What follows belongs to an exercise in optimizing a design on an open flow for small area, a short achievable clock period and few clock cycles per item; a production flow would make more cautious choices.
Where RTL was checked, it was by simulation tests only, not by an equivalence proof against the original.
Function not checked in runs 1 to 3: the RTL went through the layout flow alone.
Power figures rest on the tool's default switching activity, not on a simulated workload.

<file path="flow/standard.sh">
#!/bin/bash
# synth_recipe.tcl (not shown) runs the flow's synth.tcl, then flattens the netlist and writes it again
# the make line also repeats each setting of config.mk as NAME=value (left out here)
make -C /OpenROAD-flow-scripts/flow DESIGN_CONFIG=/design/flow/config.mk WORK_HOME=/design/flow/orfs CLKGATE_MAP_FILE= SYNTH_SCRIPT=/design/flow/synth_recipe.tcl "${@:-finish}"
</file>
<file path="flow/flow/run.sh">
#!/bin/bash
set -euo pipefail
bash standard.sh SETUP_SLACK_MARGIN=7 finish > standard_flow.log 2>&1
</file>
<file path="flow/constraint.sdc">
create_clock -name core_clock -period 10.0 [get_ports {clk}]
set_input_delay 2.0000 -clock core_clock [delete_from_list [all_inputs] [get_ports {clk}]]
set_output_delay 2.0000 -clock core_clock [all_outputs]
set_load 0.01 [all_outputs]
</file>
<file path="flow/design.v">
module fdec (
    input  wire        clk,
    input  wire        rst,         
    input  wire        rx_valid,
    input  wire [7:0]  rx_data,
    input  wire        rx_eos,
    output wire        rx_ready,
    output wire        fo_valid,
    input  wire        fo_ready,
    output wire [31:0] fo_seq,
    output wire [6:0]  fo_len,
    output wire [7:0]  fo_data,
    output wire        fo_last,
    output wire        done         
);
    localparam MAXP = 64;                
    localparam NB   = 68;                
    localparam SYNC = 8'hAA;
    localparam S_SEARCH  = 2'd0;
    localparam S_HEADER  = 2'd1;
    localparam S_PAYLOAD = 2'd2;
    localparam S_END     = 2'd3;         
    reg  [7:0]    mem [0:NB-1];
    reg           mw_v;      
    reg  [6:0]    mw_a;
    reg  [7:0]    mw_d;
    reg           m_v, s_v, done_r, rdy_r;
    reg  [7:0]    m_d, s_d;
    reg           m_aa, s_aa, m_z, s_z, m_le, s_le;
    assign rx_ready = rdy_r;                 
    assign done     = done_r;
    reg  [6:0]    rp, wp;
    reg           qpend;     
    reg           qv;
    reg  [7:0]    qd;
    reg           q_aa, q_z, q_le;
    reg  [1:0]    st;
    reg  [5:0]    wlen;      
    reg  [6:0]    prem;      
    reg           hl_r;      
    reg           pl_r;      
    reg           lbad;      
    reg           vok;       
    reg  [6:0]    la7;       
    reg           hdr_pay;   
    reg  [7:0]    r [0:15];  
    reg  [3:0]    trk;       
    reg           fnd;       
    reg  [6:0]    nslot;     
    reg  [6:0]    sslot;     
    reg           em_act;    
    reg  [2:0]    em_sqc;    
    reg  [6:0]    em_rem;    
    reg           em_zero;   
    reg  [6:0]    ra;        
    reg           ra_ok;     
    reg  [6:0]    fre;       
    reg           fre_unk;   
    reg           fo_v, fo_l, sk_v, sk_l;
    reg  [7:0]    fo_d, sk_d;
    reg  [31:0]   o_seq;
    reg  [6:0]    o_len;
    assign fo_valid = fo_v;
    assign fo_seq   = o_seq;
    assign fo_len   = o_len;
    assign fo_data  = fo_d;
    assign fo_last  = fo_l;
    wire em_busy = em_act || fo_v || sk_v;
    wire       src_q  = qpend;
    wire       have   = src_q ? qv : m_v;
    wire [7:0] b      = qv ? qd : m_d;        
    wire       is_aa  = qv ? q_aa : m_aa;
    wire       is_z   = qv ? q_z : m_z;
    wire       is_le  = qv ? q_le : m_le;
    wire in_hdr  = (st == S_HEADER);
    wire in_pay  = (st == S_PAYLOAD);
    wire in_end  = (st == S_END);
    wire ok_fire = in_end && vok;
    wire end_q   = in_end && !vok && fnd;    
    wire lrej    = in_hdr && lbad;           
    wire store   = !src_q && (in_pay || (in_hdr && (fnd || (wlen[5:3] == 3'b101))));    
    wire full    = em_act && ((fre == 7'd0) || fre_unk);
    wire stall   = (((hl_r && !hdr_pay) || pl_r) && em_busy) || (store && full) || end_q || lrej;
    wire step    = have && !stall;
    wire wr      = step && store;
    wire [6:0] rp_inc  = (rp == NB-1) ? 7'd0 : rp + 7'd1;
    wire [6:0] rp_next = (src_q || store) ? rp_inc : rp;
    wire [6:0] ra_inc  = (ra == NB-1) ? 7'd0 : ra + 7'd1;
    wire [6:0] fre_p1  = fre + 7'd1;
    wire [6:0] fre_m1  = fre - 7'd1;
    wire       fnd_now   = fnd || ((trk == 4'd15) && is_aa);
    wire [6:0] nslot_now = fnd ? nslot : rp_next;
    wire [3:0] trk_now   = is_aa ? trk + 4'd1 : 4'd0;
    wire [5:0] wl = (in_end && vok) ? 6'd0 : wlen;
    wire [7:0] lab = {1'b0, la7};
    wire lchk = (wlen == 6'd16) ? is_le :
                (wlen == 6'd20) ? (b == lab) : is_z;
    wire rest_zero = ~|{r[1], r[2], r[3], r[4], r[5], r[6], r[7], r[8],
                        r[9], r[10], r[11], r[12], r[13], r[14], r[15]};
    wire hdr_ok    = rest_zero && (r[0] == 8'd0);
    wire pay_ok    = rest_zero && (qv ? (r[0] == qd) : (r[0] == m_d));
    wire rp_chg    = (step && (src_q || store)) || ((end_q || lrej) && fnd);
    wire [7:0] rdata   = mem[ra];
    wire       sfetch  = em_act && (em_sqc != 3'd0);
    wire       fetch   = em_act && (em_sqc == 3'd0) && !sk_v;
    wire       radv    = sfetch || (fetch && !em_zero);
    wire       b_last  = em_zero || (em_rem == 7'd1);
    wire       qfetch  = !em_act && qpend && !qv && ra_ok;
    always @(posedge clk) begin
        mw_a <= wp;
        mw_d <= b;
        if (mw_v)
            mem[mw_a] <= mw_d;
    end
    integer i;
    always @(posedge clk) begin
        if (step) begin
            if (in_hdr && wlen == 6'd16) begin
                la7     <= b[6:0];
                hdr_pay <= (b[6:0] != 7'd0);
            end
            if (in_hdr && wlen == 6'd40)
                sslot <= rp;
            if ((in_hdr && wlen >= 6'd24 && wlen < 6'd40) || in_pay) begin
                for (i = 0; i < 15; i = i + 1)
                    r[i] <= r[i+1];
                r[15] <= in_pay ? (r[0] - b) : (b - lab);
            end
            if (in_hdr || in_pay)
                nslot <= nslot_now;
            if (hl_r)
                prem <= la7;
            else
                prem <= prem - 7'd1;
            vok <= hl_r ? hdr_ok : pay_ok;
        end
        if (ok_fire)
            o_len <= la7;
        if (sfetch) begin
            case (em_sqc)
                3'd4: o_seq[7:0]   <= rdata;
                3'd3: o_seq[15:8]  <= rdata;
                3'd2: o_seq[23:16] <= rdata;
                default: o_seq[31:24] <= rdata;
            endcase
        end
        if (qfetch) begin
            qd   <= rdata;
            q_aa <= (rdata == SYNC);
            q_z  <= (rdata == 8'd0);
            q_le <= (rdata <= MAXP);
        end
        if (!m_v || (step && !src_q)) begin
            m_d  <= s_v ? s_d : rx_data;
            m_aa <= s_v ? s_aa : (rx_data == SYNC);
            m_z  <= s_v ? s_z : (rx_data == 8'd0);
            m_le <= s_v ? s_le : (rx_data <= MAXP);
        end
        if (!s_v) begin
            s_d  <= rx_data;
            s_aa <= (rx_data == SYNC);
            s_z  <= (rx_data == 8'd0);
            s_le <= (rx_data <= MAXP);
        end
        if (!fo_v || fo_ready) begin
            fo_d <= sk_v ? sk_d : rdata;
            fo_l <= sk_v ? sk_l : b_last;
        end
        if (!sk_v) begin
            sk_d <= rdata;
            sk_l <= b_last;
        end
    end
    always @(posedge clk) begin
        if (rst) begin
            m_v     <= 1'b0;
            s_v     <= 1'b0;
            done_r  <= 1'b0;
            rp      <= 7'd0;
            wp      <= 7'd0;
            qpend   <= 1'b0;
            qv      <= 1'b0;
            st      <= S_SEARCH;
            wlen    <= 6'd0;
            em_act  <= 1'b0;
            fo_v    <= 1'b0;
            sk_v    <= 1'b0;
            mw_v    <= 1'b0;
            rdy_r   <= 1'b1;
        end else begin
            mw_v  <= wr;
            rdy_r <= !(s_v ? !(!m_v || (step && !src_q)) : (m_v && !(step && !src_q) && rx_valid && rx_ready && !rx_eos))
                     && !(done_r || (rx_valid && rx_ready && rx_eos));
            if (rx_valid && rx_ready && rx_eos)
                done_r <= 1'b1;
            if (!m_v || (step && !src_q)) begin
                if (s_v) begin
                    m_v <= 1'b1;
                    s_v <= 1'b0;
                end else begin
                    m_v <= rx_valid && rx_ready && !rx_eos;
                end
            end else if (rx_valid && rx_ready && !rx_eos) begin
                s_v <= 1'b1;
            end
            if (step && src_q)
                qv <= 1'b0;
            else if (qfetch)
                qv <= 1'b1;
            if (end_q || (lrej && fnd)) begin
                st    <= S_HEADER;
                wlen  <= 6'd16;
                trk   <= 4'd15;
                fnd   <= 1'b0;
                lbad  <= 1'b0;
                rp    <= nslot;
                qpend <= (nslot != wp);
            end else if (lrej) begin
                st    <= S_SEARCH;
                wlen  <= {2'b00, trk};
                lbad  <= 1'b0;
            end else if (in_end && !step) begin
                st    <= S_SEARCH;
                wlen  <= wl;
                fnd   <= 1'b0;
            end
            if (step) begin
                rp   <= rp_next;
                hl_r <= in_hdr && (wlen == 6'd42);
                pl_r <= hl_r ? (la7 == 7'd1) : (in_pay && (prem == 7'd2));
                lbad <= in_hdr && (wlen[5:3] == 3'b010) && !lchk;    
                if (src_q)
                    qpend <= (rp_inc != wp);
                if (store)
                    wp <= rp_inc;
                case (st)
                    S_HEADER: begin
                        wlen <= wlen + 6'd1;
                        trk  <= trk_now;
                        fnd  <= fnd_now;
                        if (hl_r) begin
                            st   <= hdr_pay ? S_PAYLOAD : S_END;
                            wlen <= {2'b00, trk_now};
                        end
                    end
                    S_PAYLOAD: begin
                        trk  <= trk_now;
                        fnd  <= fnd_now;
                        if (pl_r) begin
                            st   <= S_END;
                            wlen <= {2'b00, trk_now};
                        end
                    end
                    default: begin       
                        fnd <= 1'b0;
                        if (is_aa) begin
                            wlen <= wl + 6'd1;
                            if (wl == 6'd15) begin
                                st  <= S_HEADER;
                                trk <= 4'd15;
                            end else begin
                                st  <= S_SEARCH;
                            end
                        end else begin
                            wlen <= 6'd0;
                            st   <= S_SEARCH;
                        end
                    end
                endcase
            end
            if (ok_fire) begin
                em_act  <= 1'b1;
                em_sqc  <= 3'd4;
                em_rem  <= la7;
                em_zero <= !hdr_pay;
                ra      <= sslot;
                ra_ok   <= 1'b0;
                fre     <= NB - 4 - la7;
                fre_unk <= qpend;
            end else if (em_act) begin
                ra_ok <= 1'b0;
                if (radv)
                    ra <= ra_inc;
                if (sfetch)
                    em_sqc <= em_sqc - 3'd1;
                if (fetch) begin
                    if (b_last)
                        em_act <= 1'b0;
                    if (em_zero)
                        em_zero <= 1'b0;
                    else
                        em_rem <= em_rem - 7'd1;
                end
                fre <= (radv && !wr) ? fre_p1 : (!radv && wr) ? fre_m1 : fre;
            end else begin
                ra    <= rp;
                ra_ok <= !rp_chg;
            end
            if (fetch) begin
                if (!fo_v || fo_ready)
                    fo_v <= 1'b1;
                else
                    sk_v <= 1'b1;
            end else if (sk_v) begin
                if (fo_ready)
                    sk_v <= 1'b0;
            end else if (fo_ready) begin
                fo_v <= 1'b0;
            end
        end
    end
endmodule
</file>
<file path="flow/config.mk">
export PLATFORM = sky130hd
export DESIGN_NAME = fdec
export DESIGN_NICKNAME = fdec
export VERILOG_FILES = /design/flow/design.v
export SDC_FILE = /design/flow/constraint.sdc
export NUM_CORES = 4
export LEC_CHECK = 0
export CAP_MARGIN = 20
export CORE_MARGIN = 2
export CORE_UTILIZATION = 40
export SLEW_MARGIN = 20
</file>
==> results of run 1 <==
[metrics by stage]
step	power, mW	instances	util [%]
detailed placement	4.763	3207	42.64
global placement	4.756	3207	42.62
CTS	8.154	3414	46.79
global route	8.385	3453	47.40
floorplan	4.564	2051	-
finish	8.143	3454	47.40
[synth_stat cells (35+ instances only)]
library cell and count:
edfxtp_1 807, nor2_1 152, mux4_2 124, nand2_1 109, mux2i_1 75, a21oi_1 74, dfxtp_1 74, o21ai_0 48
clkbuf_1 46, inv_1 43, nor4_1 43, ha_1 39, mux2_2 35
[worst max path at each step]
stage | start | end | slack (ns) | cells past startpoint
after floorplan | wlen[4]$_SDFF_PP0_ | r[0][0]$_DFFE_PP_ | 6.08 | 9
final | fre[2]$_DFFE_PP_ | fre[6]$_DFFE_PP_ | 6.71 | 14
after detailed placement | register | q_le$_DFFE_PP_ | 5.41 | 10
after global placement | register | q_le$_DFFE_PP_ | 5.41 | 10
after global routing | fre[2]$_DFFE_PP_ | fre[6]$_DFFE_PP_ | 6.57 | 14
after CTS | fre[2]$_DFFE_PP_ | fre[6]$_DFFE_PP_ | 6.61 | 14
[layer usage]
metal / vias to the layer above / part of all wire [%] / GRT usage (%)
li1: 8443 / - / -
met1: 9964 / 43 / 26.78
met2: 731 / 48 / 30.89
met3: 140 / 6.9 / 3.107
met4: 0 / 2.6 / 5.905
met5: - / 0 / 0
[final cells by class]
class / count / share of cell area [%]
multi-input cells: 1035 / 22.05
well taps: 1155 / 3.509
flip-flops and latches: 881 / 62.54
repair buffers: 176 / 4.375
diodes: 1 / 0.006076
clock inverters: 48 / 1.227
clock buffers: 113 / 5.854
inverters: 45 / 0.4435
[cell families after synthesis]
kind of cell | count (synthesis) | synth area share [%]
and+or+nand+nor | 446 | 6.081
buffers and inverters | 135 | 1.773
DFF | 881 | 73.30
AOI/OAI and AO/OA | 247 | 4.401
muxes | 236 | 11.29
adders and majority gates | 42 | 1.562
xor gates and xnor gates | 64 | 1.598
[power by group]
group / switching, mW / internal [mW] / total [mW]
Combinational: 0.373 / 0.288 / 0.660
Sequential: 0.0527 / 4.10 / 4.15
Clock: 1.39 / 1.94 / 3.33
Total: 1.82 / 6.33 / 8.14
[sequential cells by signal, summed over array words and instances, names as in the netlist, 6 cells and up, named ones only]
signal  count
em_rem      7
prem        7
s_d         8
mw_d        8
mw_a        7
o_len       7
nslot       7
mem       544
sslot       7
ra          7
o_seq      32
qd          8
rp          7
m_d         8
r         128
fo_d        8
sk_d        8
fre         7
wlen        6
wp          7
la7         7
[cells in the final DEF, fill, tap and decap left out, types with 38 or more instances in the layout]
cell type / netlist / routed
nand2_1: 109 / 109
nor2_1: 152 / 141
edfxtp_1: 807 / 807
clkbuf_16: 0 / 96
nor4_1: 43 / 42
mux4_2: 124 / 124
buf_2: 23 / 38
a21oi_1: 74 / 68
dfxtp_1: 74 / 54
buf_4: 7 / 81
inv_1: 43 / 38
o21ai_0: 48 / 44
mux2i_1: 75 / 70
[timing repair]
action                                 CTS  global route
gates cloned                             5             4
buffers inserted                        41            34
setup endpoints to repair              226           158
resized for setup                      295            38
endpoints found under the hold margin    0             0
pin swaps                               15            13
==> results_dict.tcl, run 1 <==
set metrics [dict create \
    final.min_clock_period_ns 3.288 \
    clock_insertion_delay_worst_skew_ns 0.65 \
    fin_ws_ns 6.712 \
    ys_async_sr_fraction_pct 0 \
    timing.final.max_slew_violations 0 \
    drtIter0Drc 2089 \
    reg2reg_from "fre[2]$_DFFE_PP_" \
    postPlaceCellArea_sq_mm 0.03705 \
    timing.critical_path.arrival_ns 3.67 \
    timing.reg2reg.setup_slack_ns 6.71 \
    drt-total-wl_um 87250 \
    cts_tree "yes" \
    tritoncts.num_buffers 87 \
    totalNegativeSetupSlack_ns 0 \
    multiInputGateArea_sq_mm 0.009081 \
    final.fill_count 7229 \
    maximum_number_of_pins_on_one_net_before_global_route_repair 69 \
    die_width_um 300.2 \
    hold_path_depth 0 \
    setup_viol_count_final 0 \
    grt_pass1_vias 19110 \
    row_count 108 \
    layout_worst_path_cycle_share_pct 32.88 \
    critPathMaxFanout 4 \
    cts-hold-fix-buffers 0 \
    grt_remaining_overflow 0 \
    area_growth_syn_to_layout_pct 17.40 \
    achievable-frequency_ghz 0.3042 \
    grt_first_pass_wirelength_um 127700 \
    hold-worst-slack_ns 0.4158 \
    hold_violations 0 \
    number_of_nets_in_the_synthesized_netlist 2106 \
    synth_cells 2051 \
    cp-end-kind "register" \
    design.core.area_sq_mm 0.08689 \
    start_util_pct 40.38 \
    drcViolationCount 0 \
    cpLargestDelayFamily "simple AND/OR/NAND/NOR gates" \
    yosys-top-cells-area "edfxtp_1 (69%), mux4_2 (8.0%), dfxtp_1 (4.2%)" \
    synthFlopType "edfxtp_1" \
    dieHeight_um 300.2 \
    worst-path-buf-inv 0 \
    worst_slew_pin_tran_ns 1.149 \
    num_io_pins 64 \
    dieArea_sq_mm 0.09009 \
    setup.worst_path.class "reg -> reg" \
    pre_cts_setup_slack_ns 5.415 \
    leakage_power_nw 13.31 \
    count_of_unique_library_cells_instantiated_by_yosys 75 \
    place.detailed.hpwl_um 52800 \
    clock-sinks 881 \
    worst_r2r_path_depth 14 \
    ys.warnings.count 2 \
    drt-pass1-iter-count 5 \
    drive_gt1_share_pct 23.59 \
    place.gp.congestion 0.8227 \
    number_of_enable_type_register_cells_in_the_synthesized_netlist 807 \
    worstPathRequired_ns 10.38 \
    stdcell_area_sq_mm 0.04119 \
    grt_antenna_before_repair 1 \
    clock-root-buffer "clkbuf_16" \
    outcome "finished clean" \
    cp_cell_sequence "or4_4 -> nor4_4 -> o21a_1 -> a2111o_1 -> nor2_4 -> or2_4 -> fa_2 -> a21o_1 -> a21oi_2 -> o21bai_1 -> a21oi_2 -> xnor2_1 -> xnor2_1 -> a21oi_1" \
    groute.usage.overall_pct 19.15 \
    yosysTopAreaCell "edfxtp_1" \
    cts.clk_slew.worst_paths_ns 0.06 \
    layout.nets 2281 \
    route.detailed.vias_per_inst 5.581 \
    ff_latch_area_sq_mm 0.02576 \
    max-slew-margin-rel_pct 23.08 \
    r2r-end "fre[6]$_DFFE_PP_" \
    final_antenna_net_count 0 \
    cpPeakStageDelay_ns 0.56 \
    holdPathEnd "mw_a[1]$_DFF_P_" \
    synth_seq_cells 881 \
    startpoint_of_the_most_critical_hold_path "wp[1]$_SDFFE_PP0P_" \
    buffer_ports.inserted 63 \
    route.vias.total 19280 \
    cts_buffer_depth 3 \
    power-per-cell-area_mw_per_mm2 197.7 \
    holdCritPathClass "reg -> reg" \
    syn_avg_cell_area_sq_um 17.11 \
    worstSetupStartpointType "register" \
    unrepaired_setup_endpoints_after_global_routing "yes" \
    drv_cap 0 \
    area_of_the_mapped_netlist_sq_mm 0.03508 \
    synth_top_area_share_pct 69.08 \
    skew_ns 0.03418 \
    critical-path-slowest-cell "or4_4" \
    peakVddDrop_mv 0.1233 \
    detail_route.wl_per_cell_um 25.26 \
    cts_max_level 3 \
    synth-seq-area-share_pct 73.30 \
]
==> run 2: changes to the inputs <==
--- a/flow/design.v
+++ b/flow/design.v
@@ -48,4 +48,5 @@
     reg           fnd;       
     reg  [6:0]    nslot;     
+    reg           fnd_last;  
     reg  [6:0]    sslot;     
     reg           em_act;    
@@ -80,5 +81,5 @@
     wire lrej    = in_hdr && lbad;           
     wire store   = !src_q && (in_pay || (in_hdr && (fnd || (wlen[5:3] == 3'b101))));    
-    wire full    = em_act && ((fre == 7'd0) || fre_unk);
+    wire full    = em_act && ((fre == 7'd0) || ((fre == 7'd1) && mw_v) || fre_unk);
     wire stall   = (((hl_r && !hdr_pay) || pl_r) && em_busy) || (store && full) || end_q || lrej;
     wire step    = have && !stall;
@@ -127,6 +128,8 @@
                 r[15] <= in_pay ? (r[0] - b) : (b - lab);
             end
-            if (in_hdr || in_pay)
-                nslot <= nslot_now;
+            if (in_hdr || in_pay) begin
+                nslot    <= nslot_now;
+                fnd_last <= !fnd && fnd_now;
+            end
             if (hl_r)
                 prem <= la7;
@@ -215,5 +218,5 @@
                 lbad  <= 1'b0;
                 rp    <= nslot;
-                qpend <= (nslot != wp);
+                qpend <= !fnd_last || (nslot != wp);
             end else if (lrej) begin
                 st    <= S_SEARCH;
@@ -292,5 +295,5 @@
                         em_rem <= em_rem - 7'd1;
                 end
-                fre <= (radv && !wr) ? fre_p1 : (!radv && wr) ? fre_m1 : fre;
+                fre <= (radv && !mw_v) ? fre_p1 : (!radv && mw_v) ? fre_m1 : fre;
             end else begin
                 ra    <= rp;
==> flow/flow/run.sh (replaced) <==
#!/bin/bash
set -euo pipefail
bash standard.sh SETUP_SLACK_MARGIN=7 \
  "CTS_ARGS=-sink_clustering_enable -repair_clock_nets -buf_list sky130_fd_sc_hd__clkbuf_16 -sink_clustering_size 24 -sink_clustering_max_diameter 80 -dont_use_dummy_load" \
  finish > standard_flow.log 2>&1
==> results_dict.tcl, run 2 <==
set metrics [dict create \
    top_regs "mem: 544 flops, r: 128 flops, o_seq: 32 flops" \
    mostFrequentLayoutCell "edfxtp_1" \
    route.vias.total 18790 \
    maximum_number_of_pins_on_one_net_before_global_route_repair 69 \
    yosysTopAreaCell "edfxtp_1" \
    groute.usage.overall_pct 18.61 \
    area_growth_syn_to_layout_pct 12.08 \
    cts_buffer_depth 3 \
    synth_fa_ha_area_share_pct 1.429 \
    critPathMaxFanout 1 \
    setup_viol_count_final 0 \
    layout.cells.most_common_list "edfxtp_1 (808), nor2_1 (151), mux4_2 (136), nand2_1 (105), buf_4 (88)" \
    buffer_ports.inserted 63 \
    critical-path-slowest-cell "edfxtp_1" \
    worstSetupStartpointType "register" \
    post_synth_most_frequent_cells "edfxtp_1 (808), nor2_1 (158), mux4_2 (135)" \
    max-slew-margin-rel_pct 23.95 \
    timing.critical_path.arrival_ns 1.33 \
    grt_remaining_overflow 0 \
    count_of_unique_library_cells_instantiated_by_yosys 73 \
    worst_slew_pin_tran_ns 1.137 \
    dieHeight_um 300.6 \
    number_of_enable_type_register_cells_in_the_synthesized_netlist 808 \
    synth_cells 2031 \
    place.detailed.hpwl_um 52650 \
    fin_ws_ns 6.666 \
    drcViolationCount 0 \
    dieArea_sq_mm 0.09037 \
    place.gp.congestion 0.8658 \
    largest_register_ff_count 544 \
    ys.warnings.count 2 \
    layout_worst_path_cycle_share_pct 33.34 \
    number_of_nets_in_the_synthesized_netlist 2083 \
    die_width_um 300.6 \
    synth_simple_gate_area_share_pct 6.648 \
    met1_usage_pct 25.85 \
    drtIter0Drc 1889 \
    power-per-cell-area_mw_per_mm2 166.9 \
    holdCritPathClass "reg -> reg" \
    grt.met2_usage_pct 31.13 \
    route.detailed.vias_per_inst 5.658 \
    cts_max_level 2 \
    drt-pass1-iter-count 5 \
    synth_compound_area_share_pct 3.665 \
    pre_cts_setup_slack_ns 5.394 \
    intPower_mw 5.134 \
    skew_ns 0.08635 \
    outcome "finished clean" \
    cp_cell_sequence "buf_2" \
    share_of_synthesized_area_spent_on_multiplexers_pct 11.60 \
    clockPowerShare_pct 28.4 \
    cts_tree "yes" \
    synth_seq_cells 882 \
    pwr-share-comb_pct 9.1 \
    cp-end-kind "output pin" \
    totalNegativeSetupSlack_ns 0 \
    share_seq_of_total_power_pct 62.5 \
    drv_cap 0 \
    antennaDiodeCount 0 \
    ys_async_sr_fraction_pct 0 \
    top_register "mem" \
    drive_gt1_share_pct 21.57 \
    synthFlopType "edfxtp_1" \
    syn_avg_cell_area_sq_um 17.33 \
    timing.reg2reg.setup_slack_ns 7.02 \
    power.switching_fraction_pct 22.02 \
    unrepaired_setup_endpoints_after_global_routing "yes" \
    worstPathRequired_ns 8.00 \
    drt-total-wl_um 85710 \
    timing.final.max_slew_violations 0 \
    detail_route.wl_per_cell_um 25.82 \
    setup.worst_path.class "reg -> out" \
    row_count 108 \
    clock-sinks 882 \
    clock_insertion_delay_worst_skew_ns 0.62 \
    clock-root-buffer "clkbuf_16" \
    final.min_clock_period_ns 3.334 \
    cpPeakStageDelay_ns 0.52 \
    synth-xor-area-share_pct 1.667 \
    num_io_pins 64 \
    yosysMostFrequentCell "edfxtp_1" \
    layout.nets 2219 \
    hold_violations 0 \
    net_switching_power_figure_mw 1.450 \
    cts.clk_slew.worst_paths_ns 0.09 \
    leakage_power_nw 12.34 \
    cpLargestDelayFamily "flip-flops" \
    yosys-top-cells-area "edfxtp_1 (69%), mux4_2 (8.6%), dfxtp_1 (4.2%)" \
    grt_first_pass_wirelength_um 124600 \
    groute.layer.met3.usage_pct 2.316 \
    design.core.area_sq_mm 0.08702 \
    peakVddDrop_mv 0.1528 \
    final_antenna_net_count 0 \
    tritoncts.num_buffers 44 \
    area_of_the_mapped_netlist_sq_mm 0.03519 \
    grt_antenna_before_repair 0 \
    achievable-frequency_ghz 0.2999 \
    busiest_layer "met2" \
    start_util_pct 40.44 \
    synth_top_family_by_area "multiplexers" \
    grt_pass1_vias 18530 \
    worst-path-buf-inv 1 \
    synth-seq-area-share_pct 73.15 \
    synth_top_area_share_pct 68.94 \
]
[run 2: cell types whose count changed after synthesis, moves of 7 or more]
cell | before | now
a21oi_1 | 74 | 52
mux4_2 | 124 | 135
nor2b_1 | 18 | 26
a22oi_1 | 20 | 10
mux4_1 | 0 | 9
mux2i_1 | 75 | 40
o21ai_0 | 48 | 61
nor3_1 | 18 | 29
o211ai_1 | 15 | 1
o21ai_1 | 9 | 2
[run 2: kinds of logic after synthesis]
group,count (synthesis)
flops,882
xor+xnor,67
simple gates,482
compound gates,207
fa+ha+maj,39
buf+inv,134
mux,220
[run 2: repair_timing]
action | in CTS | in global routing
gates resized for setup | 289 | 41
setup endpoints to repair | 284 | 143
cloned | 7 | 6
pin swaps | 4 | 7
setup buffers | 28 | 44
hold buffers | 0 | 0
[run 2: final timing paths]
path | start | to | cells past startpoint
setup / recovery | o_seq[21]$_DFFE_PP_ | fo_seq[21] | 1
hold / removal | wp[1]$_SDFFE_PP0P_ | mw_a[1]$_DFF_P_ | 0
setup reg to reg | register | fo_d[4]$_DFFE_PP_ | 8
hold reg to reg | wp[1]$_SDFFE_PP0P_ | mw_a[1]$_DFF_P_ | 0
[run 2: layer usage]
metal	up-vias	part of all wire (%)
li1	8212	-
met1	9776	42
met2	691	49
met3	107	6.4
met4	0	2.7
met5	-	0
[run 2: final cells by class]
type / count / area (sq um)
repair buffers: 179 / 1805
flip-flops and latches: 882 / 25780
multi-input cells: 1015 / 9129
inverters: 45 / 187.7
fillers: 7520 / 47580
well taps: 1155 / 1445
clock buffers: 44 / 1101
[run 2: through the flow]
step,power (mW),area (sq um),std cells,hold slack (ns),util [%]
after floorplan,4.516,35290,2031,0.3854,-
after global placement,4.678,37150,3191,0.4166,42.69
after detailed placement,4.688,37150,3191,0.4057,42.69
after CTS,6.581,38800,3270,0.3758,44.58
after global routing,6.784,39450,3320,0.3829,45.33
final,6.584,39450,3320,0.3757,45.33
[run 2: power by group through the flow]
stage / clock network (mW) / registers [mW] / logic (mW)
final: 1.87 / 4.11 / 0.602
after global routing: 2.03 / 4.12 / 0.636
after CTS: 1.91 / 4.11 / 0.555
after detailed placement: 0 / 4.20 / 0.483
after global placement: 0 / 4.20 / 0.473
after floorplan: 0 / 4.22 / 0.298
[run 2: worst reg2reg max path, delay by kind of cell (launching register included)]
| kind | cells | cell delay [ns] |
|---|---|---|
| muxes | 3 | 1.38 |
| and+or+nand+nor | 1 | 0.18 |
| AOI/OAI and AO/OA | 1 | 0.23 |
| buffers and inverters | 3 | 0.54 |
| DFF | 1 | 0.45 |
==> run 3: changes to the inputs <==
==> flow/flow/run.sh (replaced) <==
#!/bin/bash
set -euo pipefail
bash standard.sh SETUP_SLACK_MARGIN=7 \
  "CTS_ARGS=-sink_clustering_enable -repair_clock_nets -buf_list sky130_fd_sc_hd__clkbuf_16 -sink_clustering_size 30 -sink_clustering_max_diameter 60 -dont_use_dummy_load" \
  finish > standard_flow.log 2>&1
==> results_dict.tcl, run 3 <==
set metrics [dict create \
    syn_avg_cell_area_sq_um 17.33 \
    die_width_um 300.6 \
    cpPeakStageDelay_ns 0.52 \
    worst_r2r_path_depth 8 \
    worst_slew_pin_tran_ns 1.121 \
    achievable-frequency_ghz 0.2986 \
    worst-path-buf-inv 1 \
    skew_ns 0.1174 \
    intPower_mw 5.317 \
    dieHeight_um 300.6 \
    dp_cells 3191 \
    buffer_ports.inserted 63 \
    start_util_pct 40.44 \
    cts_buffer_depth 3 \
    post_synth_most_frequent_cells "edfxtp_1 (808), nor2_1 (158), mux4_2 (135)" \
    area_growth_syn_to_layout_pct 11.88 \
    grt_antenna_before_repair 0 \
    worstPathRequired_ns 8.00 \
    totalNegativeSetupSlack_ns 0 \
    leakage_power_nw 12.28 \
    yosysMostFrequentCell "edfxtp_1" \
    number_of_nets_in_the_synthesized_netlist 2083 \
    groute.usage.overall_pct 18.64 \
    power.switching_fraction_pct 21.84 \
    route.vias.total 18780 \
    mostFrequentLayoutCell "edfxtp_1" \
    fin_ws_ns 6.651 \
    outcome "finished clean" \
    hold-worst-slack_ns 0.3808 \
    yosys-top-cells-area "edfxtp_1 (69%), mux4_2 (8.6%), dfxtp_1 (4.2%)" \
    yosysTopAreaCell "edfxtp_1" \
    drcViolationCount 0 \
    multiInputGateArea_sq_mm 0.009069 \
    layout.cells.most_common_list "edfxtp_1 (808), nor2_1 (151), mux4_2 (135), nand2_1 (105)" \
    area_of_the_mapped_netlist_sq_mm 0.03519 \
    holdCritPathClass "reg -> reg" \
    number_of_enable_type_register_cells_in_the_synthesized_netlist 808 \
    postPlaceCellArea_sq_mm 0.03715 \
    pre_cts_setup_slack_ns 5.394 \
    peakVddDrop_mv 0.1690 \
    maximum_number_of_pins_on_one_net_before_global_route_repair 69 \
    final_core_util_pct 45.25 \
    layout.nets 2194 \
    num_io_pins 64 \
    cts.clk_slew.worst_paths_ns 0.11 \
    startpoint_of_the_most_critical_hold_path "wp[4]$_SDFFE_PP0P_" \
    drt-total-wl_um 85600 \
    layout_worst_path_cycle_share_pct 33.49 \
    count_of_unique_library_cells_instantiated_by_yosys 73 \
    drtIter0Drc 1855 \
    dieArea_sq_mm 0.09037 \
    grt_first_pass_wirelength_um 124700 \
    tritoncts.num_buffers 56 \
    top_regs "mem: 544 flops, r: 128 flops, o_seq: 32 flops" \
    synth_top_area_share_pct 68.94 \
    post_layout_nonfiller_instances 3295 \
    hold_violations 0 \
    worstSetupStartpointType "register" \
    detail_route.wl_per_cell_um 25.98 \
    row_count 108 \
    stdcell_area_sq_mm 0.03937 \
    grt_pass1_vias 18640 \
    final_antenna_net_count 0 \
    synth-seq-area-share_pct 73.15 \
    timing.final.max_slew_violations 0 \
    design.core.area_sq_mm 0.08702 \
    synthFlopType "edfxtp_1" \
    cts_max_level 2 \
    holdPathEnd "mw_a[4]$_DFF_P_" \
    timing.reg2reg.setup_slack_ns 7.06 \
    largest_register_ff_count 544 \
    critical-path-slowest-cell "edfxtp_1" \
    worstSetupStartpoint "o_seq[21]$_DFFE_PP_" \
    setup.worst_path.class "reg -> out" \
    critPathMaxFanout 1 \
    unrepaired_setup_endpoints_after_global_routing "yes" \
    cp-end-kind "output pin" \
    pwr-share-comb_pct 8.5 \
    timing.critical_path.arrival_ns 1.35 \
    synth_seq_cells 882 \
    share_seq_of_total_power_pct 60.5 \
    power-per-cell-area_mw_per_mm2 172.8 \
    top_register "mem" \
    final.min_clock_period_ns 3.349 \
    route.detailed.vias_per_inst 5.701 \
    drv_cap 0 \
    cpLargestDelayFamily "flip-flops" \
    antennaDiodeCount 0 \
    grt_remaining_overflow 0 \
    setup_viol_count_final 0 \
    place.gp.congestion 0.8658 \
    ys_async_sr_fraction_pct 0 \
    place.detailed.hpwl_um 52650 \
    post-layout-total-power_mw 6.802 \
    hold_path_depth 0 \
    synth_cells 2031 \
    cts_tree "yes" \
    final.fill_count 7521 \
    r2r-end "fo_d[4]$_DFFE_PP_" \
    ys.warnings.count 2 \
    ff_latch_area_sq_mm 0.02577 \
    drive_gt1_share_pct 20.33 \
    drt-pass1-iter-count 7 \
    net_switching_power_figure_mw 1.485 \
    clock-sinks 882 \
    clockPowerShare_pct 31.0 \
    max-slew-margin-rel_pct 25.09 \
    cp_cell_sequence "buf_2" \
    clock_insertion_delay_worst_skew_ns 0.67 \
    clock-root-buffer "clkbuf_16" \
]
[run 3: cell types whose count changed in the layout (fill, tap and decap cells not counted), moves of 2 or more]
cell	previous run	this run
buf_16	10	8
buf_12	4	9
clkbuf_16	50	59
mux2i_4	5	2
mux2i_1	30	32
buf_4	88	50
[run 3: per-layer routing]
metal | part of all wire (%) | routed length [um] | global-route usage (%) | vias up
met5 | 0 | 0 | 0 | -
met4 | 2.6 | 2224 | 5.212 | 0
met3 | 6.5 | 5596 | 2.258 | 104
met2 | 49 | 41880 | 31.09 | 720
met1 | 42 | 35900 | 25.94 | 9785
li1 | - | - | - | 8175
[run 3: cells by family after synthesis]
logic type / synth area share (%)
compound gates: 3.666
xor+xnor: 1.667
fa+ha+maj: 1.429
buf+inv: 1.838
flops: 73.15
mux: 11.60
simple gates: 6.648
[run 3: worst max-delay path by stage]
stage,depth (start not counted),endpoint,slack [ns]
after floorplan,11,r[0][0]$_DFFE_PP_,5.97
after global placement,11,q_le$_DFFE_PP_,5.45
after detailed placement,9,fo_d[3]$_DFFE_PP_,5.39
after CTS,1,fo_seq[21],6.61
after global routing,1,fo_seq[21],6.61
final,1,fo_seq[21],6.65
[run 3: power groups by stage]
stage | combinational [mW] | clock, mW | sequential, mW
global placement | 0.473 | 0 | 4.20
floorplan | 0.298 | 0 | 4.22
CTS | 0.554 | 2.16 | 4.11
detailed placement | 0.483 | 0 | 4.20
finish | 0.579 | 2.11 | 4.11
global route | 0.613 | 2.27 | 4.12
[run 3: what timing repair did]
| action | CTS | global route |
|---|---|---|
| gates cloned | 7 | 3 |
| pin swaps | 3 | 2 |
| hold buffers | 0 | 0 |
| endpoints found under the setup margin | 283 | 138 |
| resized for setup | 286 | 28 |
| buffers inserted | 23 | 15 |
[run 3: final cells by class]
cell class              instances  share of cell area [%]
flip-flops and latches        882                   65.46
multi-input cells            1015                   23.03
repair buffers                142                   3.813
well taps                    1155                   3.670
clock buffers                  56                   3.559
inverters                      45                  0.4639
==> run 4: changes to the inputs <==
--- a/flow/design.v
+++ b/flow/design.v
@@ -57,5 +57,5 @@
     reg           ra_ok;     
     reg  [6:0]    fre;       
-    reg           fre_unk;   
+    reg           pend;      
     reg           fo_v, fo_l, sk_v, sk_l;
     reg  [7:0]    fo_d, sk_d;
@@ -77,10 +77,11 @@
     wire in_pay  = (st == S_PAYLOAD);
     wire in_end  = (st == S_END);
-    wire ok_fire = in_end && vok;
+    wire ok_end  = in_end && vok;            
+    wire ld      = (ok_end || pend) && !em_busy;    
     wire end_q   = in_end && !vok && fnd;    
     wire lrej    = in_hdr && lbad;           
     wire store   = !src_q && (in_pay || (in_hdr && (fnd || (wlen[5:3] == 3'b101))));    
-    wire full    = em_act && ((fre == 7'd0) || ((fre == 7'd1) && mw_v) || fre_unk);
-    wire stall   = (((hl_r && !hdr_pay) || pl_r) && em_busy) || (store && full) || end_q || lrej;
+    wire full    = em_act && ((fre == 7'd0) || ((fre == 7'd1) && mw_v));
+    wire stall   = (pend && in_hdr && (wlen == 6'd16)) || (store && full) || end_q || lrej;
     wire step    = have && !stall;
     wire wr      = step && store;
@@ -90,4 +91,6 @@
     wire [6:0] fre_p1  = fre + 7'd1;
     wire [6:0] fre_m1  = fre - 7'd1;
+    wire [7:0] sdist   = {1'b0, sslot} - {1'b0, wp};
+    wire [6:0] fre_ini = sdist[7] ? sdist[6:0] + NB : sdist[6:0];
     wire       fnd_now   = fnd || ((trk == 4'd15) && is_aa);
     wire [6:0] nslot_now = fnd ? nslot : rp_next;
@@ -138,5 +141,5 @@
             vok <= hl_r ? hdr_ok : pay_ok;
         end
-        if (ok_fire)
+        if (ld)
             o_len <= la7;
         if (sfetch) begin
@@ -187,4 +190,5 @@
             wlen    <= 6'd0;
             em_act  <= 1'b0;
+            pend    <= 1'b0;
             fo_v    <= 1'b0;
             sk_v    <= 1'b0;
@@ -272,5 +276,13 @@
                 endcase
             end
-            if (ok_fire) begin
+            if (ld)
+                fre <= fre_ini;
+            else
+                fre <= (radv && !mw_v) ? fre_p1 : (!radv && mw_v) ? fre_m1 : fre;
+            if (ld)
+                pend <= 1'b0;
+            else if (ok_end)
+                pend <= 1'b1;
+            if (ld) begin
                 em_act  <= 1'b1;
                 em_sqc  <= 3'd4;
@@ -279,6 +291,4 @@
                 ra      <= sslot;
                 ra_ok   <= 1'b0;
-                fre     <= NB - 4 - la7;
-                fre_unk <= qpend;
             end else if (em_act) begin
                 ra_ok <= 1'b0;
@@ -295,5 +305,4 @@
                         em_rem <= em_rem - 7'd1;
                 end
-                fre <= (radv && !mw_v) ? fre_p1 : (!radv && mw_v) ? fre_m1 : fre;
             end else begin
                 ra    <= rp;
==> flow/flow/run.sh (replaced) <==
#!/bin/bash
set -euo pipefail
bash standard.sh SETUP_SLACK_MARGIN=7.5 \
  "CTS_ARGS=-sink_clustering_enable -repair_clock_nets -buf_list sky130_fd_sc_hd__clkbuf_16 -sink_clustering_size 30 -sink_clustering_max_diameter 60 -dont_use_dummy_load" \
  finish > standard_flow.log 2>&1
==> results_dict.tcl, run 4 <==
set metrics [dict create \
    final.min_clock_period_ns 3.429 \
    drcViolationCount 0 \
    cpPeakStageDelay_ns 0.56 \
    power-per-cell-area_mw_per_mm2 165.1 \
    drtIter0Drc 2205 \
    timing.critical_path.arrival_ns 1.43 \
    holdCritPathClass "reg -> reg" \
    achievable-frequency_ghz 0.2916 \
    cp-end-kind "output pin" \
    drt-pass1-iter-count 7 \
    groute.layer.met3.usage_pct 3.775 \
    maximum_number_of_pins_on_one_net_before_global_route_repair 69 \
    synthFlopType "edfxtp_1" \
    worst_slew_pin_tran_ns 1.211 \
    place.detailed.hpwl_um 55390 \
    max-slew-margin-rel_pct 18.94 \
    top_register "mem" \
    drt-total-wl_um 93500 \
    worst-path-buf-inv 1 \
    synth_seq_cells 882 \
    met1_usage_pct 28.88 \
    yosys-top-cells-area "edfxtp_1 (68%), mux4_2 (7.9%), dfxtp_1 (4.2%)" \
    die_width_um 301.6 \
    cts_tree "yes" \
    yosysTopAreaCell "edfxtp_1" \
    synth_cells 2096 \
    setup.worst_path.class "reg -> out" \
    tritoncts.num_buffers 47 \
    post_synth_most_frequent_cells "edfxtp_1 (807), nor2_1 (154), mux4_2 (124)" \
    clock-root-buffer "clkbuf_16" \
    row_count 109 \
    setup_viol_count_final 0 \
    startpoint_of_the_most_critical_hold_path "wp[2]$_SDFFE_PP0P_" \
    syn_avg_cell_area_sq_um 16.90 \
    synth_fa_ha_area_share_pct 1.723 \
    share_of_synthesized_area_spent_on_multiplexers_pct 11.30 \
    area_growth_syn_to_layout_pct 18.83 \
    count_of_unique_library_cells_instantiated_by_yosys 71 \
    peakVddDrop_mv 0.1611 \
    synth_top_family_by_area "multiplexers" \
    yosysMostFrequentCell "edfxtp_1" \
    worstSetupStartpointType "register" \
    grt.met2_usage_pct 32.22 \
    place.gp.congestion 0.8895 \
    start_util_pct 40.22 \
    mostFrequentLayoutCell "edfxtp_1" \
    hold_violations 0 \
    drv_cap 0 \
    synth_top_area_share_pct 68.40 \
    grt_first_pass_wirelength_um 135500 \
    cts_max_level 2 \
    worstSetupStartpoint "fo_d[6]$_DFFE_PP_" \
    layout.nets 2388 \
    leakage_power_nw 13.43 \
    timing.final.max_slew_violations 0 \
    route.detailed.vias_per_inst 5.757 \
    synth-xor-area-share_pct 1.706 \
    outcome "finished clean" \
    clock-sinks 882 \
    antennaDiodeCount 0 \
    critPathMaxFanout 1 \
    design.core.area_sq_mm 0.08810 \
    busiest_layer "met2" \
    layout.cells.most_common_list "edfxtp_1 (807), mux4_2 (124), buf_4 (119), nand2_1 (110), nor2_1 (97)" \
    buffer_ports.inserted 63 \
    groute.usage.overall_pct 20.26 \
    dieArea_sq_mm 0.09097 \
    number_of_nets_in_the_synthesized_netlist 2156 \
    top_regs "mem: 544 flops, r: 128 flops, o_seq: 32 flops" \
    synth_compound_area_share_pct 4.365 \
    cts_buffer_depth 3 \
    totalNegativeSetupSlack_ns 0 \
    largest_register_ff_count 544 \
    synth_simple_gate_area_share_pct 6.381 \
    route.vias.total 20100 \
    cts.clk_slew.worst_paths_ns 0.11 \
    worstPathRequired_ns 8.00 \
    detail_route.wl_per_cell_um 26.78 \
    cp_cell_sequence "buf_2" \
    final_antenna_net_count 0 \
    ys_async_sr_fraction_pct 0 \
    unrepaired_setup_endpoints_after_global_routing "yes" \
    synth-seq-area-share_pct 72.63 \
    area_of_the_mapped_netlist_sq_mm 0.03543 \
    grt_antenna_before_repair 2 \
    number_of_enable_type_register_cells_in_the_synthesized_netlist 807 \
    grt_pass1_vias 19880 \
    post-layout-total-power_mw 6.950 \
    dieHeight_um 301.6 \
    clock_insertion_delay_worst_skew_ns 0.66 \
    layout_worst_path_cycle_share_pct 34.29 \
    critical-path-slowest-cell "edfxtp_1" \
    drive_gt1_share_pct 30.78 \
    skew_ns 0.09035 \
    cpLargestDelayFamily "flip-flops" \
    grt_remaining_overflow 0 \
    ys.warnings.count 2 \
    num_io_pins 64 \
]
-- run 4: timing repair --
| item | in CTS | in global routing |
|---|---|---|
| gates resized for setup | 468 | 142 |
| endpoints found under the setup margin | 571 | 481 |
| setup buffers | 99 | 42 |
| gates cloned | 23 | 7 |
| hold buffers | 0 | 0 |
| pin swaps | 40 | 54 |
-- run 4: routing by layer --
| layer | up-vias | wire (um) |
|---|---|---|
| met5 | - | 27 |
| met4 | 4 | 2333 |
| met3 | 141 | 7271 |
| met2 | 842 | 44140 |
| met1 | 10480 | 39730 |
| li1 | 8630 | - |
-- run 4: final timing paths --
check	end	slack, ns	cells after the start
max	fo_data[6]	6.57	1
min reg2reg	mw_a[2]$_DFF_P_	0.41	0
max reg2reg	fo_d[4]$_DFFE_PP_	7.07	9
min	mw_a[2]$_DFF_P_	0.41	0
-- run 4: final cells by class --
cell class | count | area [sq um]
fill | 7499 | 46000
sequential | 882 | 25800
multi-input combinational | 1069 | 10310
timing repair buffer | 273 | 3134
tap | 1165 | 1458
clock buffer | 47 | 1176
inverter | 54 | 220.2
timing repair inverter | 1 | 7.507
-- run 4: metrics by stage --
stage | util, % | setup slack [ns] | instance area (sq um) | hold slack [ns] | instances
4_1_cts | 46.68 | 6.547 | 41120 | 0.4283 | 3442
2_1_floorplan | - | 6.026 | 35860 | 0.3746 | 2096
3_5_place_dp | 42.78 | 5.414 | 37690 | 0.4138 | 3273
6_report | 47.79 | 6.571 | 42100 | 0.4054 | 3491
3_3_place_gp | 42.72 | 5.463 | 37640 | 0.4129 | 3270
5_1_grt | 47.79 | 6.543 | 42100 | 0.4161 | 3491
-- run 4: logic make-up after synthesis --
group / Yosys count
compound gates: 243
xor+xnor: 69
fa+ha+maj: 47
buf+inv: 146
flops: 882
mux: 240
simple gates: 469
-- run 4: report_power, final --
part	internal (mW)	switching, mW	total, mW	leakage, nW
logic	0.400	0.454	0.855	4.92
registers	4.11	0.0543	4.16	7.93
clock network	0.837	1.10	1.94	0.579
total	5.34	1.61	6.95	13.4
Testbench counts of run 4, summed over its fixed seeds: cycles 74,668, bytes 74,262.
==> run 5: changes to the inputs <==
==> flow/flow/run.sh (replaced) <==
#!/bin/bash
set -euo pipefail
bash standard.sh SETUP_SLACK_MARGIN=6.8 \
  "CTS_ARGS=-sink_clustering_enable -repair_clock_nets -buf_list sky130_fd_sc_hd__clkbuf_16 -sink_clustering_size 24 -sink_clustering_max_diameter 80 -dont_use_dummy_load" \
  finish > standard_flow.log 2>&1
==> results_dict.tcl, run 5 <==
set metrics [dict create \
    outcome "finished clean" \
    start_util_pct 40.22 \
    synthFlopType "edfxtp_1" \
    timing.final.max_slew_violations 0 \
    critPathMaxFanout 1 \
    clock-sinks 882 \
    yosysTopAreaCell "edfxtp_1" \
    num_io_pins 64 \
    cts_max_level 2 \
    cp-end-kind "output pin" \
    antennaDiodeCount 0 \
    route.vias.total 18820 \
    cp_cell_sequence "buf_2" \
    maximum_number_of_pins_on_one_net_before_global_route_repair 77 \
    hold_violations 0 \
    place.gp.congestion 0.8562 \
    stdcell_area_sq_mm 0.03904 \
    power-per-cell-area_mw_per_mm2 171.3 \
    route.detailed.vias_per_inst 5.626 \
    buffer_ports.inserted 63 \
    worst_r2r_path_depth 8 \
    worstSetupStartpoint "o_seq[14]$_DFFE_PP_" \
    clock_insertion_delay_worst_skew_ns 0.61 \
    layout_worst_path_cycle_share_pct 32.78 \
    number_of_enable_type_register_cells_in_the_synthesized_netlist 807 \
    synth_top_family_by_area "multiplexers" \
    synth_cells 2096 \
    timing.reg2reg.setup_slack_ns 6.85 \
    grt_pass1_vias 19040 \
    achievable-frequency_ghz 0.3050 \
    net_switching_power_figure_mw 1.506 \
    drive_gt1_share_pct 18.07 \
    post_synth_most_frequent_cells "edfxtp_1 (807), nor2_1 (154), mux4_2 (124)" \
    die_width_um 301.6 \
    intPower_mw 5.181 \
    clock-root-buffer "clkbuf_16" \
    drv_cap 0 \
    cpLargestDelayFamily "flip-flops" \
    largest_register_ff_count 544 \
    cts.clk_slew.worst_paths_ns 0.09 \
    cpPeakStageDelay_ns 0.49 \
    layout.cells.most_common_list "edfxtp_1 (807), nor2_1 (147), mux4_2 (124), nand2_1 (119), mux2i_1 (74)" \
    post-layout-total-power_mw 6.687 \
    synth_simple_gate_area_share_pct 6.381 \
    place.detailed.hpwl_um 54550 \
    worst-path-buf-inv 1 \
    dieArea_sq_mm 0.09097 \
    setup.worst_path.class "reg -> out" \
    synth-seq-area-share_pct 72.63 \
    dieHeight_um 301.6 \
    design.core.area_sq_mm 0.08810 \
    tritoncts.num_buffers 46 \
    final_antenna_net_count 0 \
    startpoint_of_the_most_critical_hold_path "wp[6]$_SDFFE_PP0P_" \
    power.switching_fraction_pct 22.52 \
    number_of_nets_in_the_synthesized_netlist 2156 \
    detail_route.wl_per_cell_um 25.49 \
    r2r-end "fo_d[7]$_DFFE_PP_" \
    share_of_synthesized_area_spent_on_multiplexers_pct 11.30 \
    pwr-share-comb_pct 9.3 \
    timing.critical_path.arrival_ns 1.28 \
    peakVddDrop_mv 0.1405 \
    setup_viol_count_final 0 \
    synth_top_area_share_pct 68.40 \
    holdPathEnd "mw_a[6]$_DFF_P_" \
    holdCritPathClass "reg -> reg" \
    syn_avg_cell_area_sq_um 16.90 \
    ys_async_sr_fraction_pct 0 \
    synth_compound_area_share_pct 4.365 \
    ys.warnings.count 2 \
    leakage_power_nw 12.16 \
    cts_buffer_depth 3 \
    count_of_unique_library_cells_instantiated_by_yosys 71 \
    cts-hold-fix-buffers 0 \
    synth_seq_cells 882 \
    mostFrequentLayoutCell "edfxtp_1" \
    area_of_the_mapped_netlist_sq_mm 0.03543 \
    worstPathRequired_ns 8.00 \
    share_seq_of_total_power_pct 62.1 \
    grt_first_pass_wirelength_um 125700 \
    yosysMostFrequentCell "edfxtp_1" \
    top_register "mem" \
    synth-xor-area-share_pct 1.706 \
    final.min_clock_period_ns 3.278 \
    drt-pass1-iter-count 6 \
    critical-path-slowest-cell "edfxtp_1" \
    clockPowerShare_pct 28.6 \
    yosys-top-cells-area "edfxtp_1 (68%), mux4_2 (7.9%), dfxtp_1 (4.2%)" \
    area_growth_syn_to_layout_pct 10.18 \
    hold_path_depth 0 \
    row_count 109 \
    drcViolationCount 0 \
    max-slew-margin-rel_pct 24.53 \
    grt_remaining_overflow 0 \
    worstSetupStartpointType "register" \
    grt_antenna_before_repair 2 \
    totalNegativeSetupSlack_ns 0 \
    skew_ns 0.09251 \
    synth_fa_ha_area_share_pct 1.723 \
    drtIter0Drc 1747 \
    groute.usage.overall_pct 18.69 \
    postPlaceCellArea_sq_mm 0.03747 \
    top_regs "mem: 544 flops, r: 128 flops, o_seq: 32 flops" \
    unrepaired_setup_endpoints_after_global_routing "yes" \
    worst_slew_pin_tran_ns 1.128 \
    cts_tree "yes" \
    layout.nets 2243 \
    drt-total-wl_um 85290 \
]
==> run 5: worst register-to-register path, delay by kind of cell, from the launching register on <==
kind                   cells  cell delay, ns
AO/OA/AOI/OAI              2            0.49
buffers and inverters      2            0.43
flip-flops                 1            0.42
multiplexers               3            1.25
AND/OR/NAND/NOR            1            0.32
==> run 5: worst max path at each step <==
stage | end | cells past startpoint
floorplan | r[0][0]$_DFFE_PP_ | 11
global placement | fo_d[2]$_DFFE_PP_ | 6
detailed placement | q_aa$_DFFE_PP_ | 8
CTS | fo_seq[12] | 1
global route | fo_seq[12] | 1
finish | fo_seq[14] | 1
==> run 5: logic make-up (layout without fill, tap and decap cells) <==
family,count (synthesis),after routing
flops,882,882
simple gates,469,469
fa+ha+maj,47,47
compound gates,243,243
buf+inv,146,231
xor+xnor,69,69
mux,240,240
==> run 5: layout make-up <==
type	instances	area [sq um]
Fill cell	7738	49070
Sequential cell	882	25770
Multi-Input combinational cell	1068	9249
Tap cell	1165	1458
Timing Repair Buffer	131	1204
Clock buffer	46	1151
Inverter	54	206.4
==> run 5: what timing repair did <==
item / in CTS / in global routing
gates resized for setup: 248 / 20
buffers inserted: 13 / 16
pin swaps: 2 / 1
gates cloned: 2 / 2
endpoints found under the setup margin: 221 / 134
==> run 5: through the flow <==
| stage | std cells | utilization [%] | worst slack [ns] | hold WS (ns) |
|---|---|---|---|---|
| after floorplan | 2096 | - | 6.026 | 0.3746 |
| after global placement | 3265 | 42.49 | 5.588 | 0.4162 |
| after detailed placement | 3267 | 42.53 | 5.562 | 0.4165 |
| after CTS | 3328 | 44.02 | 6.710 | 0.4231 |
| final | 3346 | 44.31 | 6.722 | 0.4219 |
| after global routing | 3346 | 44.31 | 6.669 | 0.4097 |
==> run 5: metal layers <==
layer | global-route usage [%] | share of wire (%)
met5 | 0 | 0
met3 | 2.838 | 6.4
met2 | 30.81 | 49
met4 | 4.550 | 2.4
met1 | 26.13 | 43
==> run 5: power by group through the flow <==
stage,sequential [mW],combinational [mW],clock [mW]
final,4.15,0.623,1.91
after global routing,4.16,0.666,2.07
after CTS,4.16,0.597,1.95
after detailed placement,4.25,0.552,0
after global placement,4.25,0.537,0
after floorplan,4.24,0.348,0
==> run 6: changes to the inputs <==
==> flow/flow/run.sh (replaced) <==
#!/bin/bash
set -euo pipefail
bash standard.sh SETUP_SLACK_MARGIN=7.2 \
  "CTS_ARGS=-sink_clustering_enable -repair_clock_nets -buf_list sky130_fd_sc_hd__clkbuf_16 -sink_clustering_size 24 -sink_clustering_max_diameter 80 -dont_use_dummy_load" \
  finish > standard_flow.log 2>&1
==> results_dict.tcl, run 6 <==
set metrics [dict create \
    ys_async_sr_fraction_pct 0 \
    max-slew-margin-rel_pct 23.73 \
    hold_violations 0 \
    dp_cells 3259 \
    area_of_the_mapped_netlist_sq_mm 0.03543 \
    final.min_clock_period_ns 3.337 \
    clock_insertion_delay_worst_skew_ns 0.64 \
    unrepaired_setup_endpoints_after_global_routing "yes" \
    die_width_um 301.6 \
    post_synth_most_frequent_cells "edfxtp_1 (807), nor2_1 (154), mux4_2 (124)" \
    final_antenna_net_count 0 \
    cp_cell_sequence "buf_6" \
    drt-total-wl_um 89420 \
    number_of_nets_in_the_synthesized_netlist 2156 \
    cts.clk_slew.worst_paths_ns 0.09 \
    place.gp.congestion 0.8486 \
    share_seq_of_total_power_pct 61.0 \
    drcViolationCount 0 \
    dieHeight_um 301.6 \
    grt_first_pass_wirelength_um 130000 \
    synth_cells 2096 \
    clockPowerShare_pct 27.9 \
    critPathMaxFanout 1 \
    startpoint_of_the_most_critical_hold_path "wp[5]$_SDFFE_PP0P_" \
    grt_remaining_overflow 0 \
    worst-path-buf-inv 1 \
    skew_ns 0.07300 \
    final.fill_count 7616 \
    dieArea_sq_mm 0.09097 \
    drtIter0Drc 2255 \
    setup.worst_path.class "reg -> out" \
    yosysTopAreaCell "edfxtp_1" \
    buffer_ports.inserted 63 \
    r2r-end "q_z$_DFFE_PP_" \
    ys.warnings.count 2 \
    intPower_mw 5.253 \
    top_regs "mem: 544 flops, r: 128 flops, o_seq: 32 flops" \
    power-per-cell-area_mw_per_mm2 169.5 \
    worst_r2r_path_depth 8 \
    route.detailed.vias_per_inst 5.731 \
    totalNegativeSetupSlack_ns 0 \
    hold-worst-slack_ns 0.3971 \
    count_of_unique_library_cells_instantiated_by_yosys 71 \
    clock-root-buffer "clkbuf_16" \
    outcome "finished clean" \
    syn_avg_cell_area_sq_um 16.90 \
    holdPathEnd "mw_a[5]$_DFF_P_" \
    cpPeakStageDelay_ns 0.52 \
    pre_cts_setup_slack_ns 5.386 \
    cts-hold-fix-buffers 0 \
    detail_route.wl_per_cell_um 26.30 \
    post_layout_nonfiller_instances 3400 \
    yosys-top-cells-area "edfxtp_1 (68%), mux4_2 (7.9%), dfxtp_1 (4.2%)" \
    grt_antenna_before_repair 0 \
    cts_buffer_depth 3 \
    synthFlopType "edfxtp_1" \
    cp-end-kind "output pin" \
    clock-sinks 882 \
    timing.final.max_slew_violations 0 \
    net_switching_power_figure_mw 1.561 \
    design.core.area_sq_mm 0.08810 \
    worstSetupStartpointType "register" \
    critical-path-slowest-cell "edfxtp_1" \
    yosysMostFrequentCell "edfxtp_1" \
    groute.usage.overall_pct 19.36 \
    grt_pass1_vias 19080 \
    holdCritPathClass "reg -> reg" \
    peakVddDrop_mv 0.1330 \
    row_count 109 \
    largest_register_ff_count 544 \
    cts_tree "yes" \
    place.detailed.hpwl_um 55130 \
    drt-pass1-iter-count 5 \
    area_growth_syn_to_layout_pct 13.45 \
    pwr-share-comb_pct 11.1 \
    synth_top_area_share_pct 68.40 \
    timing.critical_path.arrival_ns 1.34 \
    worstPathRequired_ns 8.00 \
    synth_seq_cells 882 \
    worst_slew_pin_tran_ns 1.140 \
    power.switching_fraction_pct 22.91 \
    cts_max_level 2 \
    layout.cells.most_common_list "edfxtp_1 (807), nor2_1 (141), mux4_2 (124), nand2_1 (118), buf_4 (73)" \
    top_register "mem" \
    layout_worst_path_cycle_share_pct 33.37 \
    hold_path_depth 0 \
    achievable-frequency_ghz 0.2997 \
    timing.reg2reg.setup_slack_ns 7.12 \
    layout.nets 2297 \
    mostFrequentLayoutCell "edfxtp_1" \
    route.vias.total 19490 \
    synth-seq-area-share_pct 72.63 \
    drive_gt1_share_pct 22.55 \
    maximum_number_of_pins_on_one_net_before_global_route_repair 92 \
    setup_viol_count_final 0 \
    post-layout-total-power_mw 6.814 \
    tritoncts.num_buffers 45 \
    start_util_pct 40.22 \
    num_io_pins 64 \
    antennaDiodeCount 0 \
    fin_ws_ns 6.663 \
    number_of_enable_type_register_cells_in_the_synthesized_netlist 807 \
    drv_cap 0 \
    cpLargestDelayFamily "flip-flops" \
    leakage_power_nw 12.67 \
]
## run 6: how the worst max path moves through the flow
stage	from	endpoint	slack (ns)	cells past startpoint
after CTS	fo_d[6]$_DFFE_PP_	fo_data[6]	6.63	1
after global routing	fo_d[6]$_DFFE_PP_	fo_data[6]	6.66	1
final	fo_d[6]$_DFFE_PP_	fo_data[6]	6.66	1
after floorplan	st[1]$_SDFF_PP0_	r[0][0]$_DFFE_PP_	6.03	11
after global placement	register	q_le$_DFFE_PP_	5.52	10
after detailed placement	register	q_z$_DFFE_PP_	5.39	9
## run 6: cell families after synthesis
group	after synthesis	synth area share, %
flip-flops	882	72.63
AND/OR/NAND/NOR	469	6.381
AO/OA/AOI/OAI	243	4.365
multiplexers	240	11.30
buffers and inverters	146	1.893
XOR/XNOR	69	1.706
adder cells (fa/ha/maj)	47	1.723
## run 6: power groups by stage
stage | Combinational, mW | Clock [mW] | Sequential [mW]
6_report | 0.755 | 1.90 | 4.16
3_3_place_gp | 0.533 | 0 | 4.26
2_1_floorplan | 0.352 | 0 | 4.24
4_1_cts | 0.701 | 1.94 | 4.15
3_5_place_dp | 0.544 | 0 | 4.26
5_1_grt | 0.796 | 2.05 | 4.16
## run 6: per-stage QoR
stage | utilization, % | cell area [sq um]
2_1_floorplan | - | 35660
3_3_place_gp | 42.49 | 37440
3_5_place_dp | 42.49 | 37440
4_1_cts | 44.82 | 39490
5_1_grt | 45.63 | 40200
6_report | 45.63 | 40200
## run 6: cell type report
cell class | count | area, sq um | area share, %
clock buffer | 45 | 1126 | 2.801
inverter | 54 | 216.5 | 0.5385
tap | 1165 | 1458 | 3.626
multi-input combinational | 1069 | 9619 | 23.93
timing repair buffer | 185 | 2001 | 4.977
sequential | 882 | 25780 | 64.13
## run 6: timing repair
action	CTS	global route
resized for setup	320	67
buffers inserted	43	40
gates cloned	9	3
endpoints found under the hold margin	0	0
pin swaps	17	22
setup endpoints to repair	325	121
## run 6: metal layers
metal	routed length (um)	share of wire, %	vias to the layer above	GRT usage, %
met5	0	0	-	0
met4	2242	2.5	0	5.045
met3	5735	6.4	101	2.795
met2	43240	48	765	31.69
met1	38200	43	10180	27.25
li1	-	-	8438	-
==> run 7: changes to the inputs <==
==> flow/flow/run.sh (replaced) <==
#!/bin/bash
set -euo pipefail
bash standard.sh SETUP_SLACK_MARGIN=7 \
  "CTS_ARGS=-sink_clustering_enable -repair_clock_nets -buf_list sky130_fd_sc_hd__clkbuf_16 -sink_clustering_size 24 -sink_clustering_max_diameter 80 -dont_use_dummy_load" \
  finish > standard_flow.log 2>&1
==> results_dict.tcl, run 7 <==
set metrics [dict create \
    multiInputGateArea_sq_mm 0.009371 \
    groute.usage.overall_pct 18.85 \
    net_switching_power_figure_mw 1.527 \
    maximum_number_of_pins_on_one_net_before_global_route_repair 70 \
    max-slew-margin-rel_pct 21.46 \
    antennaDiodeCount 0 \
    cpLargestDelayFamily "flip-flops" \
    leakage_power_nw 12.36 \
    critPathMaxFanout 1 \
    share_seq_of_total_power_pct 61.7 \
    largest_register_ff_count 544 \
    post_synth_most_frequent_cells "edfxtp_1 (807), nor2_1 (154), mux4_2 (124)" \
    yosys-top-cells-area "edfxtp_1 (68%), mux4_2 (7.9%), dfxtp_1 (4.2%)" \
    detail_route.wl_per_cell_um 25.70 \
    hold-worst-slack_ns 0.4208 \
    start_util_pct 40.22 \
    dieArea_sq_mm 0.09097 \
    number_of_nets_in_the_synthesized_netlist 2156 \
    setup.worst_path.class "reg -> out" \
    drv_cap 0 \
    drtIter0Drc 1954 \
    place.gp.congestion 0.8621 \
    place.detailed.hpwl_um 54210 \
    hold_path_depth 0 \
    skew_ns 0.04920 \
    grt.met2_usage_pct 30.95 \
    top_register "mem" \
    worst_slew_pin_tran_ns 1.173 \
    groute.layer.met3.usage_pct 3.335 \
    grt_pass1_vias 18950 \
    number_of_enable_type_register_cells_in_the_synthesized_netlist 807 \
    drcViolationCount 0 \
    design.core.area_sq_mm 0.08810 \
    cp_cell_sequence "buf_2" \
    worstPathRequired_ns 8.00 \
    clock-sinks 882 \
    achievable-frequency_ghz 0.3062 \
    drt-pass1-iter-count 6 \
    power-per-cell-area_mw_per_mm2 170.0 \
    final.min_clock_period_ns 3.266 \
    ff_latch_area_sq_mm 0.02577 \
    stdcell_area_sq_mm 0.03957 \
    pre_cts_setup_slack_ns 5.386 \
    ys.warnings.count 2 \
    busiest_layer "met2" \
    r2r-end "q_z$_DFFE_PP_" \
    timing.critical_path.arrival_ns 1.27 \
    unrepaired_setup_endpoints_after_global_routing "yes" \
    mostFrequentLayoutCell "edfxtp_1" \
    cp-end-kind "output pin" \
    fin_ws_ns 6.734 \
    grt_first_pass_wirelength_um 126400 \
    cts_tree "yes" \
    cpPeakStageDelay_ns 0.47 \
    worst_r2r_path_depth 10 \
    peakVddDrop_mv 0.1169 \
    clock_insertion_delay_worst_skew_ns 0.61 \
    holdPathEnd "mw_a[3]$_DFF_P_" \
    final_antenna_net_count 0 \
    worstSetupStartpointType "register" \
    clock-root-buffer "clkbuf_16" \
    cts_max_level 2 \
    power.switching_fraction_pct 22.71 \
    tritoncts.num_buffers 45 \
    final_core_util_pct 44.91 \
    syn_avg_cell_area_sq_um 16.90 \
    area_of_the_mapped_netlist_sq_mm 0.03543 \
    grt_antenna_before_repair 0 \
    yosysMostFrequentCell "edfxtp_1" \
    route.detailed.vias_per_inst 5.674 \
    cts.clk_slew.worst_paths_ns 0.09 \
    top_regs "mem: 544 flops, r: 128 flops, o_seq: 32 flops" \
    cts_buffer_depth 3 \
    synth-seq-area-share_pct 72.63 \
    yosysTopAreaCell "edfxtp_1" \
    drt-total-wl_um 86610 \
    grt_remaining_overflow 0 \
    ys_async_sr_fraction_pct 0 \
    postPlaceCellArea_sq_mm 0.03747 \
    critical-path-slowest-cell "edfxtp_1" \
    holdCritPathClass "reg -> reg" \
    synthFlopType "edfxtp_1" \
    hold_violations 0 \
    intPower_mw 5.198 \
    timing.final.max_slew_violations 0 \
    synth_top_area_share_pct 68.40 \
    count_of_unique_library_cells_instantiated_by_yosys 71 \
    cts-hold-fix-buffers 0 \
    num_io_pins 64 \
    drive_gt1_share_pct 20.00 \
    die_width_um 301.6 \
    totalNegativeSetupSlack_ns 0 \
    layout.cells.most_common_list "edfxtp_1 (807), nor2_1 (136), mux4_2 (124), nand2_1 (119), mux2i_1 (75)" \
    outcome "finished clean" \
    area_growth_syn_to_layout_pct 11.67 \
    met1_usage_pct 25.85 \
    synth_seq_cells 882 \
    timing.reg2reg.setup_slack_ns 7.01 \
    buffer_ports.inserted 63 \
    final.fill_count 7689 \
    worst-path-buf-inv 1 \
    pwr-share-comb_pct 10.1 \
]
[run 7: cell types whose count changed in the layout (fill, tap and decap cells not counted), moves of 3 or more]
cell	delta
o21ai_0	+3
mux2i_1	+9
nor2_1	-5
buf_2	-8
nor2b_4	-4
mux2_4	-7
mux2i_2	-7
nor2_2	+5
a21oi_1	+3
buf_12	-6
ha_1	+3
mux2_2	+6
bufbuf_16	-4
buf_4	-10
[run 7: area by class of cell]
type,instances,share of cell area (%)
timing repair buffer,156,4.105
clock buffer,45,2.846
inverter,54,0.5407
sequential,882,65.14
tap,1165,3.684
multi-input combinational,1068,23.69
[run 7: cell families (layout without fill, tap and decap cells)]
family                   after synthesis  count (layout)  share of synthesized area, %
adder cells (fa/ha/maj)               47              47                         1.723
AO/OA/AOI/OAI                        243             243                         4.365
flip-flops                           882             882                         72.63
multiplexers                         240             240                         11.30
XOR/XNOR                              69              69                         1.706
buffers and inverters                146             255                         1.893
AND/OR/NAND/NOR                      469             469                         6.381
[run 7: power groups by stage]
stage                     clock [mW]  combinational, mW  sequential, mW
final                           1.90              0.682            4.15
after global routing            2.05              0.724            4.15
after CTS                       1.94              0.644            4.15
after detailed placement           0              0.546            4.25
after global placement             0              0.531            4.25
after floorplan                    0              0.348            4.24
[run 7: worst max path at each step]
stage / slack (ns) / startpoint / to / cells after the start
6_report: 6.73 / o_seq[12]$_DFFE_PP_ / fo_seq[12] / 1
5_1_grt: 6.68 / o_seq[13]$_DFFE_PP_ / fo_seq[13] / 1
4_1_cts: 6.69 / o_seq[12]$_DFFE_PP_ / fo_seq[12] / 1
3_5_place_dp: 5.39 / register / fo_d[5]$_DFFE_PP_ / 7
3_3_place_gp: 5.41 / register / q_le$_DFFE_PP_ / 9
2_1_floorplan: 6.03 / st[1]$_SDFF_PP0_ / r[0][0]$_DFFE_PP_ / 11
[run 7: stage by stage]
| step | cells | total power, mW |
|---|---|---|
| after detailed placement | 3263 | 4.796 |
| after floorplan | 2096 | 4.591 |
| after CTS | 3350 | 6.734 |
| after global routing | 3370 | 6.929 |
| after global placement | 3262 | 4.784 |
| final | 3370 | 6.725 |
[run 7: per-layer routing]
| metal | vias to the layer above | wire length [um] |
|---|---|---|
| li1 | 8377 | - |
| met4 | 0 | 2439 |
| met2 | 660 | 41900 |
| met5 | - | 0 |
| met1 | 9960 | 36260 |
| met3 | 124 | 6002 |
[run 7: timing repair]
| item | in CTS | in global routing |
|---|---|---|
| cloned | 3 | 2 |
| setup endpoints to repair | 290 | 134 |
| setup buffers | 39 | 17 |
| pin swaps | 4 | 6 |
| resized for setup | 291 | 46 |

Setup slack of run 7, layout unchanged: 6.734 ns with ideal ports, 6.670 ns with driving cells assumed (clock clkbuf_16, inputs buf_2), 6.448 ns with port delays also shifted by the 0.654 ns mid clock arrival.
